From an optimization exercise on the open Yosys and OpenROAD flow, aimed at small area, a short achievable clock period and few clock cycles per item; shortcuts taken in it are not production practice. In this exercise RTL edits were held to simulation tests only and were not proved equivalent to the original.

==> wip/quartz <==
// bc4_block_decoder
module bc4_block_decoder (
    input  wire         clk,
    input  wire         rst,
    input  wire         in_valid,
    output wire         in_ready,
    input  wire [63:0]  in_block,
    output wire         out_valid,
    input  wire         out_ready,
    output wire [127:0] out_texels
);
clock: 12.0 ns
lec_check: 0
abc_area: 1
cap_margin: 20
core_margin: 2
core_utilization: 45
setup_slack_margin: 5
slew_margin: 20
tns_end_percent: 5
standard.sh (not shown) runs the stock make flow with config.mk's settings and CLKGATE_MAP_FILE= SYNTH_SCRIPT=/design/flow/synth_recipe.tcl, a recipe that flattens the netlist after the stock synthesis.
==> flow/flow/run.sh <==
#!/bin/bash
set -euo pipefail
bash standard.sh SETUP_SLACK_MARGIN=8 finish > standard_flow.log 2>&1
==> inputs of wip/lagoon, as changes to wip/quartz <==
--- a/flow/design.v
+++ b/flow/design.v
@@ -28,45 +28,44 @@
                 end
             c[0] = cin;
             for (i = 1; i <= 12; i = i + 1)
                 c[i] = gg[i-1];
             fadd = {c[12], p ^ c[11:0]};
         end
     endfunction
-    reg  [73:0]  ib;
-    reg  [63:0]  sk;
+    reg  [73:0]  ib, sk;
     reg          ib_v, sk_v;
     reg          rdy;
     reg          pr_v;
     reg          ob_v;
     wire         ob_free = !ob_v || out_ready;
     wire         pr_free = !pr_v || ob_free;
     wire         deq     = ib_v && pr_free;
     wire         acc     = in_valid && rdy;
     wire [1:0]   cnt_nx  = {1'b0, ib_v} + {1'b0, sk_v} - {1'b0, deq} + {1'b0, acc};
-    wire [63:0]  nxt   = sk_v ? sk : in_block;
-    wire [12:0]  din_f = fadd({4'd0, nxt[7:0]}, {4'hf, ~nxt[15:8]}, 1'b1);
+    wire [12:0]  din_f = fadd({4'd0, in_block[7:0]}, {4'hf, ~in_block[15:8]}, 1'b1);
     wire [8:0]   din   = din_f[8:0];                               
     wire         sin   = !din[8] && (din[7:0] != 8'd0);            
+    wire [73:0]  qin   = {in_block[63:16], sin, din, in_block[15:0]};
     always @(posedge clk) begin
         if (rst) begin
             ib_v <= 1'b0;
             sk_v <= 1'b0;
             pr_v <= 1'b0;
             ob_v <= 1'b0;
             rdy  <= 1'b1;
         end else begin
             ib_v <= (cnt_nx != 2'd0);
             sk_v <= (cnt_nx == 2'd2);
             rdy  <= (cnt_nx != 2'd2);
             if (pr_free) pr_v <= ib_v;
             if (ob_free) ob_v <= pr_v;
         end
-        if (deq || !ib_v) ib <= {nxt[63:16], sin, din, nxt[15:0]};
-        if (deq || !sk_v) sk <= in_block;
+        if (deq || !ib_v) ib <= sk_v ? sk : qin;
+        if (deq || !sk_v) sk <= qin;
     end
     assign in_ready  = rdy;
     assign out_valid = ob_v;
     wire [7:0]  a_1   = ib[7:0];
     wire [7:0]  b_1   = ib[15:8];
     wire [8:0]  dab   = ib[24:16];
     wire        six_1 = ib[25];
@@ -383,82 +382,96 @@
     wire [2:0] rt_n73 = rt_i[6] ? rt_n70 : rt_n72;
     wire [2:0] rt_n74 = rt_i[7] ? rt_n67 : rt_n73;
     wire [2:0] rt_n75 = rt_i[8] ? rt_n32 : rt_n74;
     wire [2:0] rt = rt_n75;
     wire [5:0]  q = qt;
     wire [2:0]  r = rt;
     wire        exact_1 = (r == 3'd0);
+    wire [12:0] q3_f = fadd({6'd0, q}, {5'd0, q, 1'b0}, 1'b0);
     wire [7:0]  q1 = {2'd0, q};
     wire [7:0]  q2 = {1'd0, q, 1'b0};
+    wire [7:0]  q3 = q3_f[7:0];
     wire [3:0] sm1_i = {six_1, r};
     wire [2:0] sm1_n1 = sm1_i[0] ? 3'd0 : 3'd1;
     wire [2:0] sm1_n2 = sm1_i[1] ? sm1_n1 : 3'd1;
     wire [2:0] sm1_n3 = sm1_i[0] ? 3'd1 : 3'd0;
     wire [2:0] sm1_n4 = sm1_i[1] ? 3'd1 : sm1_n3;
     wire [2:0] sm1_n5 = sm1_i[2] ? sm1_n2 : sm1_n4;
     wire [2:0] sm1_n6 = sm1_i[3] ? sm1_n5 : 3'd0;
     wire [2:0] sm1 = sm1_n6;
+    wire [12:0] mm1_f = fadd({4'd0, q1}, {9'd0, sm1}, 1'b0);
+    wire        sub1 = six_1;
+    wire [12:0] e1_f = fadd({4'd0, a_1}, {4'd0, {8{sub1}} ^ mm1_f[7:0]}, sub1);
+    wire [7:0]  e1_1 = e1_f[7:0];
     wire [3:0] sm2_i = {six_1, r};
     wire [2:0] sm2_n1 = sm2_i[0] ? 3'd0 : 3'd2;
     wire [2:0] sm2_n2 = sm2_i[1] ? sm2_n1 : 3'd2;
     wire [2:0] sm2_n3 = sm2_i[0] ? 3'd1 : 3'd0;
     wire [2:0] sm2_n4 = sm2_i[1] ? 3'd1 : sm2_n3;
     wire [2:0] sm2_n5 = sm2_i[2] ? sm2_n2 : sm2_n4;
     wire [2:0] sm2_n6 = sm2_i[0] ? 3'd0 : 3'd1;
     wire [2:0] sm2_n7 = sm2_i[1] ? 3'd0 : sm2_n6;
     wire [2:0] sm2_n8 = sm2_i[1] ? sm2_n3 : 3'd0;
     wire [2:0] sm2_n9 = sm2_i[2] ? sm2_n7 : sm2_n8;
     wire [2:0] sm2_n10 = sm2_i[3] ? sm2_n5 : sm2_n9;
     wire [2:0] sm2 = sm2_n10;
+    wire [12:0] mm2_f = fadd({4'd0, q2}, {9'd0, sm2}, 1'b0);
+    wire        sub2 = six_1;
+    wire [12:0] e2_f = fadd({4'd0, a_1}, {4'd0, {8{sub2}} ^ mm2_f[7:0]}, sub2);
+    wire [7:0]  e2_1 = e2_f[7:0];
     wire [3:0] sm3_i = {six_1, r};
     wire [2:0] sm3_n1 = sm3_i[0] ? 3'd0 : 3'd3;
     wire [2:0] sm3_n2 = sm3_i[0] ? 3'd3 : 3'd2;
     wire [2:0] sm3_n3 = sm3_i[1] ? sm3_n1 : sm3_n2;
     wire [2:0] sm3_n4 = sm3_i[0] ? 3'd2 : 3'd1;
     wire [2:0] sm3_n5 = sm3_i[0] ? 3'd1 : 3'd0;
     wire [2:0] sm3_n6 = sm3_i[1] ? sm3_n4 : sm3_n5;
     wire [2:0] sm3_n7 = sm3_i[2] ? sm3_n3 : sm3_n6;
     wire [2:0] sm3_n8 = sm3_i[0] ? 3'd0 : 3'd2;
     wire [2:0] sm3_n9 = sm3_i[1] ? 3'd0 : sm3_n8;
     wire [2:0] sm3_n10 = sm3_i[2] ? sm3_n9 : sm3_n6;
     wire [2:0] sm3_n11 = sm3_i[3] ? sm3_n7 : sm3_n10;
     wire [2:0] sm3 = sm3_n11;
+    wire [12:0] mm3_f = fadd({4'd0, (six_1 ? q3 : q2)}, {9'd0, sm3}, 1'b0);
+    wire        sub3 = 1'b1;
+    wire [12:0] e3_f = fadd({4'd0, (six_1 ? a_1 : b_1)}, {4'd0, {8{sub3}} ^ mm3_f[7:0]}, sub3);
+    wire [7:0]  e3_1 = e3_f[7:0];
     wire [3:0] sm4_i = {six_1, r};
     wire [2:0] sm4_n1 = sm4_i[0] ? 3'd0 : 3'd2;
     wire [2:0] sm4_n2 = sm4_i[0] ? 3'd2 : 3'd1;
     wire [2:0] sm4_n3 = sm4_i[1] ? sm4_n1 : sm4_n2;
     wire [2:0] sm4_n4 = sm4_i[0] ? 3'd1 : 3'd0;
     wire [2:0] sm4_n5 = sm4_i[1] ? sm4_n4 : 3'd0;
     wire [2:0] sm4_n6 = sm4_i[2] ? sm4_n3 : sm4_n5;
     wire [2:0] sm4_n7 = sm4_i[0] ? 3'd0 : 3'd1;
     wire [2:0] sm4_n8 = sm4_i[1] ? 3'd0 : sm4_n7;
     wire [2:0] sm4_n9 = sm4_i[1] ? 3'd1 : sm4_n4;
     wire [2:0] sm4_n10 = sm4_i[2] ? sm4_n8 : sm4_n9;
     wire [2:0] sm4_n11 = sm4_i[3] ? sm4_n6 : sm4_n10;
     wire [2:0] sm4 = sm4_n11;
+    wire [12:0] mm4_f = fadd({4'd0, (six_1 ? q3 : q1)}, {9'd0, sm4}, 1'b0);
+    wire        sub4 = !six_1;
+    wire [12:0] e4_f = fadd({4'd0, b_1}, {4'd0, {8{sub4}} ^ mm4_f[7:0]}, sub4);
+    wire [7:0]  e4_1 = e4_f[7:0];
     wire [3:0] sm5_i = {six_1, r};
     wire [2:0] sm5_n1 = sm5_i[0] ? 3'd0 : 3'd1;
     wire [2:0] sm5_n2 = sm5_i[1] ? sm5_n1 : 3'd1;
     wire [2:0] sm5_n3 = sm5_i[2] ? sm5_n2 : 3'd0;
     wire [2:0] sm5_n4 = sm5_i[3] ? sm5_n3 : 3'd0;
     wire [2:0] sm5 = sm5_n4;
+    wire [12:0] mm5_f = fadd({4'd0, q2}, {9'd0, sm5}, 1'b0);
+    wire        sub5 = 1'b0;
+    wire [12:0] e5_f = fadd({4'd0, b_1}, {4'd0, {8{sub5}} ^ mm5_f[7:0]}, sub5);
+    wire [7:0]  e5_1 = e5_f[7:0];
     wire [3:0] sm6_i = {six_1, r};
     wire [2:0] sm6 = 3'd0;
-    wire        sub1 = six_1;
-    wire [7:0]  e1_1 = a_1 + (q1 ^ {8{sub1}}) + ({5'd0, sm1} ^ {8{sub1}}) + (sub1 ? 8'd2 : 8'd0);
-    wire        sub2 = six_1;
-    wire [7:0]  e2_1 = a_1 + (q2 ^ {8{sub2}}) + ({5'd0, sm2} ^ {8{sub2}}) + (sub2 ? 8'd2 : 8'd0);
-    wire        sub3 = 1'b1;
-    wire [7:0]  e3_1 = (six_1 ? a_1 : b_1) + ((six_1 ? q1 : 8'd0) ^ {8{sub3}}) + (q2 ^ {8{sub3}}) + ({5'd0, sm3} ^ {8{sub3}}) + (sub3 ? 8'd3 : 8'd0);
-    wire        sub4 = !six_1;
-    wire [7:0]  e4_1 = b_1 + (q1 ^ {8{sub4}}) + ((six_1 ? q2 : 8'd0) ^ {8{sub4}}) + ({5'd0, sm4} ^ {8{sub4}}) + (sub4 ? 8'd3 : 8'd0);
-    wire        sub5 = 1'b0;
-    wire [7:0]  e5_1 = b_1 + (q2 ^ {8{sub5}}) + ({5'd0, sm5} ^ {8{sub5}}) + (sub5 ? 8'd2 : 8'd0);
+    wire [12:0] mm6_f = fadd({4'd0, q1}, {9'd0, sm6}, 1'b0);
     wire        sub6 = 1'b0;
-    wire [7:0]  e6_1 = b_1 + (q1 ^ {8{sub6}}) + ({5'd0, sm6} ^ {8{sub6}}) + (sub6 ? 8'd2 : 8'd0);
+    wire [12:0] e6_f = fadd({4'd0, b_1}, {4'd0, {8{sub6}} ^ mm6_f[7:0]}, sub6);
+    wire [7:0]  e6_1 = e6_f[7:0];
     reg  [7:0]  a, b, e1, e2, e3, e4, e5, e6;
     reg         six, exact;
     reg  [47:0] idx;
     always @(posedge clk) begin
         if (pr_free) begin
             a     <= a_1;
             b     <= b_1;
@@ -644,14 +657,26 @@
     wire [10:0] tb4 = {1'd0, pb, 2'b0};
     wire [10:0] tb5 = t5b;
     wire [10:0] tb6 = {tb3[9:0], 1'b0};
     wire [10:0] tw1 = six ? ta6 : ta4;
     wire [10:0] tw2 = six ? ta5 : ta3;
     wire [10:0] tw3 = six ? ta4 : ta2;
     wire [10:0] tw4 = six ? ta3 : ta1;
+    wire [12:0] ts1_f = fadd({1'b0, tw1 >> 6}, {1'b0, tb1 >> 6}, 1'b0);
+    wire [11:0] ts1 = ts1_f[11:0];
+    wire [12:0] ts2_f = fadd({1'b0, tw2 >> 2}, {1'b0, tb2 >> 2}, 1'b0);
+    wire [11:0] ts2 = ts2_f[11:0];
+    wire [12:0] ts3_f = fadd({1'b0, tw3 >> 1}, {1'b0, tb3 >> 1}, 1'b0);
+    wire [11:0] ts3 = ts3_f[11:0];
+    wire [12:0] ts4_f = fadd({1'b0, tw4 >> 2}, {1'b0, tb4 >> 2}, 1'b0);
+    wire [11:0] ts4 = ts4_f[11:0];
+    wire [12:0] ts5_f = fadd({1'b0, ta2 >> 2}, {1'b0, tb5 >> 2}, 1'b0);
+    wire [11:0] ts5 = ts5_f[11:0];
+    wire [12:0] ts6_f = fadd({1'b0, ta1 >> 7}, {1'b0, tb6 >> 7}, 1'b0);
+    wire [11:0] ts6 = ts6_f[11:0];
     wire [8:0] g1_i = {six, e1};
     wire [3:0] g1_n1 = g1_i[0] ? 4'd15 : 4'd11;
     wire [3:0] g1_n2 = g1_i[0] ? 4'd11 : 4'd7;
     wire [3:0] g1_n3 = g1_i[1] ? g1_n1 : g1_n2;
     wire [3:0] g1_n4 = g1_i[2] ? 4'd0 : g1_n3;
     wire [3:0] g1_n5 = g1_i[0] ? 4'd7 : 4'd0;
     wire [3:0] g1_n6 = g1_i[1] ? g1_n5 : 4'd0;
@@ -1054,34 +1079,40 @@
     wire [3:0] g6_n39 = g6_i[4] ? g6_n35 : g6_n38;
     wire [3:0] g6_n40 = g6_i[3] ? g6_n38 : 4'd0;
     wire [3:0] g6_n41 = g6_i[4] ? g6_n38 : g6_n40;
     wire [3:0] g6_n42 = g6_i[5] ? g6_n39 : g6_n41;
     wire [3:0] g6_n43 = g6_i[6] ? g6_n42 : 4'd0;
     wire [3:0] g6_n44 = g6_i[7] ? g6_n33 : g6_n43;
     wire [3:0] g6 = g6_n44;
-    wire [12:0] lt1 = {2'b0, tw1 >> 6} + {2'b0, tb1 >> 6} + {1'b0, ~{{(12-4){1'b0}}, g1}} + 13'd1;
-    wire c1 = exact && !lt1[12];
-    wire [12:0] lt2 = {2'b0, tw2 >> 2} + {2'b0, tb2 >> 2} + {1'b0, ~{{(12-8){1'b0}}, g2}} + 13'd1;
-    wire c2 = exact && !lt2[12];
-    wire [12:0] lt3 = {2'b0, tw3 >> 1} + {2'b0, tb3 >> 1} + {1'b0, ~{{(12-9){1'b0}}, g3}} + 13'd1;
-    wire c3 = exact && !lt3[12];
-    wire [12:0] lt4 = {2'b0, tw4 >> 2} + {2'b0, tb4 >> 2} + {1'b0, ~{{(12-8){1'b0}}, g4}} + 13'd1;
-    wire c4 = exact && !lt4[12];
-    wire [12:0] lt5 = {2'b0, ta2 >> 2} + {2'b0, tb5 >> 2} + {1'b0, ~{{(12-8){1'b0}}, g5}} + 13'd1;
-    wire c5 = exact && !lt5[12];
-    wire [12:0] lt6 = {2'b0, ta1 >> 7} + {2'b0, tb6 >> 7} + {1'b0, ~{{(12-4){1'b0}}, g6}} + 13'd1;
-    wire c6 = exact && !lt6[12];
+    wire [12:0] lt1_f = fadd(ts1, ~{{(12-4){1'b0}}, g1}, 1'b1);
+    wire c1 = exact && !lt1_f[12];    
+    wire [12:0] lt2_f = fadd(ts2, ~{{(12-8){1'b0}}, g2}, 1'b1);
+    wire c2 = exact && !lt2_f[12];    
+    wire [12:0] lt3_f = fadd(ts3, ~{{(12-9){1'b0}}, g3}, 1'b1);
+    wire c3 = exact && !lt3_f[12];    
+    wire [12:0] lt4_f = fadd(ts4, ~{{(12-8){1'b0}}, g4}, 1'b1);
+    wire c4 = exact && !lt4_f[12];    
+    wire [12:0] lt5_f = fadd(ts5, ~{{(12-8){1'b0}}, g5}, 1'b1);
+    wire c5 = exact && !lt5_f[12];    
+    wire [12:0] lt6_f = fadd(ts6, ~{{(12-4){1'b0}}, g6}, 1'b1);
+    wire c6 = exact && !lt6_f[12];    
     wire [7:0] p0 = a;
     wire [7:0] p1 = b;
-    wire [7:0] d1 = e1 - 8'd1;
-    wire [7:0] d2 = e2 - 8'd1;
-    wire [7:0] d3 = e3 - 8'd1;
-    wire [7:0] d4 = e4 - 8'd1;
-    wire [7:0] d5 = e5 - 8'd1;
-    wire [7:0] d6 = e6 - 8'd1;
+    wire [12:0] d1_f = fadd({4'd0, e1}, 12'hfff, 1'b0);
+    wire [7:0] d1 = d1_f[7:0];
+    wire [12:0] d2_f = fadd({4'd0, e2}, 12'hfff, 1'b0);
+    wire [7:0] d2 = d2_f[7:0];
+    wire [12:0] d3_f = fadd({4'd0, e3}, 12'hfff, 1'b0);
+    wire [7:0] d3 = d3_f[7:0];
+    wire [12:0] d4_f = fadd({4'd0, e4}, 12'hfff, 1'b0);
+    wire [7:0] d4 = d4_f[7:0];
+    wire [12:0] d5_f = fadd({4'd0, e5}, 12'hfff, 1'b0);
+    wire [7:0] d5 = d5_f[7:0];
+    wire [12:0] d6_f = fadd({4'd0, e6}, 12'hfff, 1'b0);
+    wire [7:0] d6 = d6_f[7:0];
     wire [7:0] p2 = c1 ? d1 : e1;
     wire [7:0] p3 = c2 ? d2 : e2;
     wire [7:0] p4 = c3 ? d3 : e3;
     wire [7:0] p5 = c4 ? d4 : e4;
     wire [7:0] p6 = !six ? 8'd0   : c5 ? d5 : e5;
     wire [7:0] p7 = !six ? 8'd255 : c6 ? d6 : e6;
     reg  [63:0] pal;
==> flow/config.mk (replaced) <==
export PLATFORM = sky130hd
export DESIGN_NAME = bc4_block_decoder
export DESIGN_NICKNAME = bc4_block_decoder
export VERILOG_FILES = /design/flow/design.v
export SDC_FILE = /design/flow/constraint.sdc
export NUM_CORES = 4
export LEC_CHECK = 0
export ABC_AREA = 1
export CAP_MARGIN = 20
export CORE_MARGIN = 2
export CORE_UTILIZATION = 60
export PLACE_DENSITY = 0.7
export SETUP_SLACK_MARGIN = 5
export SLEW_MARGIN = 20
==> qor summary <==
	wip/lagoon	wip/quartz
Status	did not finish	timing/DRC/antenna clean
Stage where the flow stopped	global routing	-
Register bit total from synthesis	379	369
Routability congestion estimate	1.11	1.09
Clock sink total	379	369
Setup WS pre-CTS	6090 ps	5200 ps
Share of the synthesized area in the top cell type	36.0%	36.2%
Count of flip-flops with a built-in enable after synthesis	374	364
Number of placed instances, taps included	4714	4732
Synth Area in Simple Gates	21.0%	18.9%
Die boundary width	232 um	263 um
Proportion of synthesized area in mux cells	0%	0.0331%
Starting Density	60.8%	45.7%
Buffers inserted by post-CTS timing repair	640	319
Compound-Gate Fraction of Synth Area	22.1%	22.7%
Number of standard-cell rows in the floorplan	83	94
Post-synthesis instance total	3978	3802
Syn Std Cell Area	31200 um^2	30200 um^2
Synth Net Count	4244	4103
Avg Cell Area, Syn	7.84 um^2	7.95 um^2
Testbench counts of wip/quartz, summed over its fixed seeds: cycles 984, items 960.
Testbench counts of wip/lagoon, summed over its fixed seeds: cycles 984, items 960.

## what the ideal ports hide
The results above use ideal ports. As a check the final layout listed here was re-extracted and re-timed, cells and wires unchanged.
Step 1: set_driving_cell puts a clkbuf_16 on clk and a buf_2 on each other input, an assumption about the parent block.
Step 2 times the ports against the registers' clock, not the clock port: input delays grow and output delays shrink by t, the midpoint of the rising clock arrivals with the driver on.
Slacks: ideal ports / drivers / drivers and shift; pairs: ideal ports / drivers.
run: wip/quartz
shift t [ns]: 0.656
setup WS [ns]: 6.946 / 6.881 / 6.861
worst setup path after step 2: input to register
pins driven straight from the clock port: 1
After both steps wip/quartz still meets setup and hold. For wip/quartz, drivers alone change the setup slack by -0.065 ns; drivers and shift together by -0.085 ns.
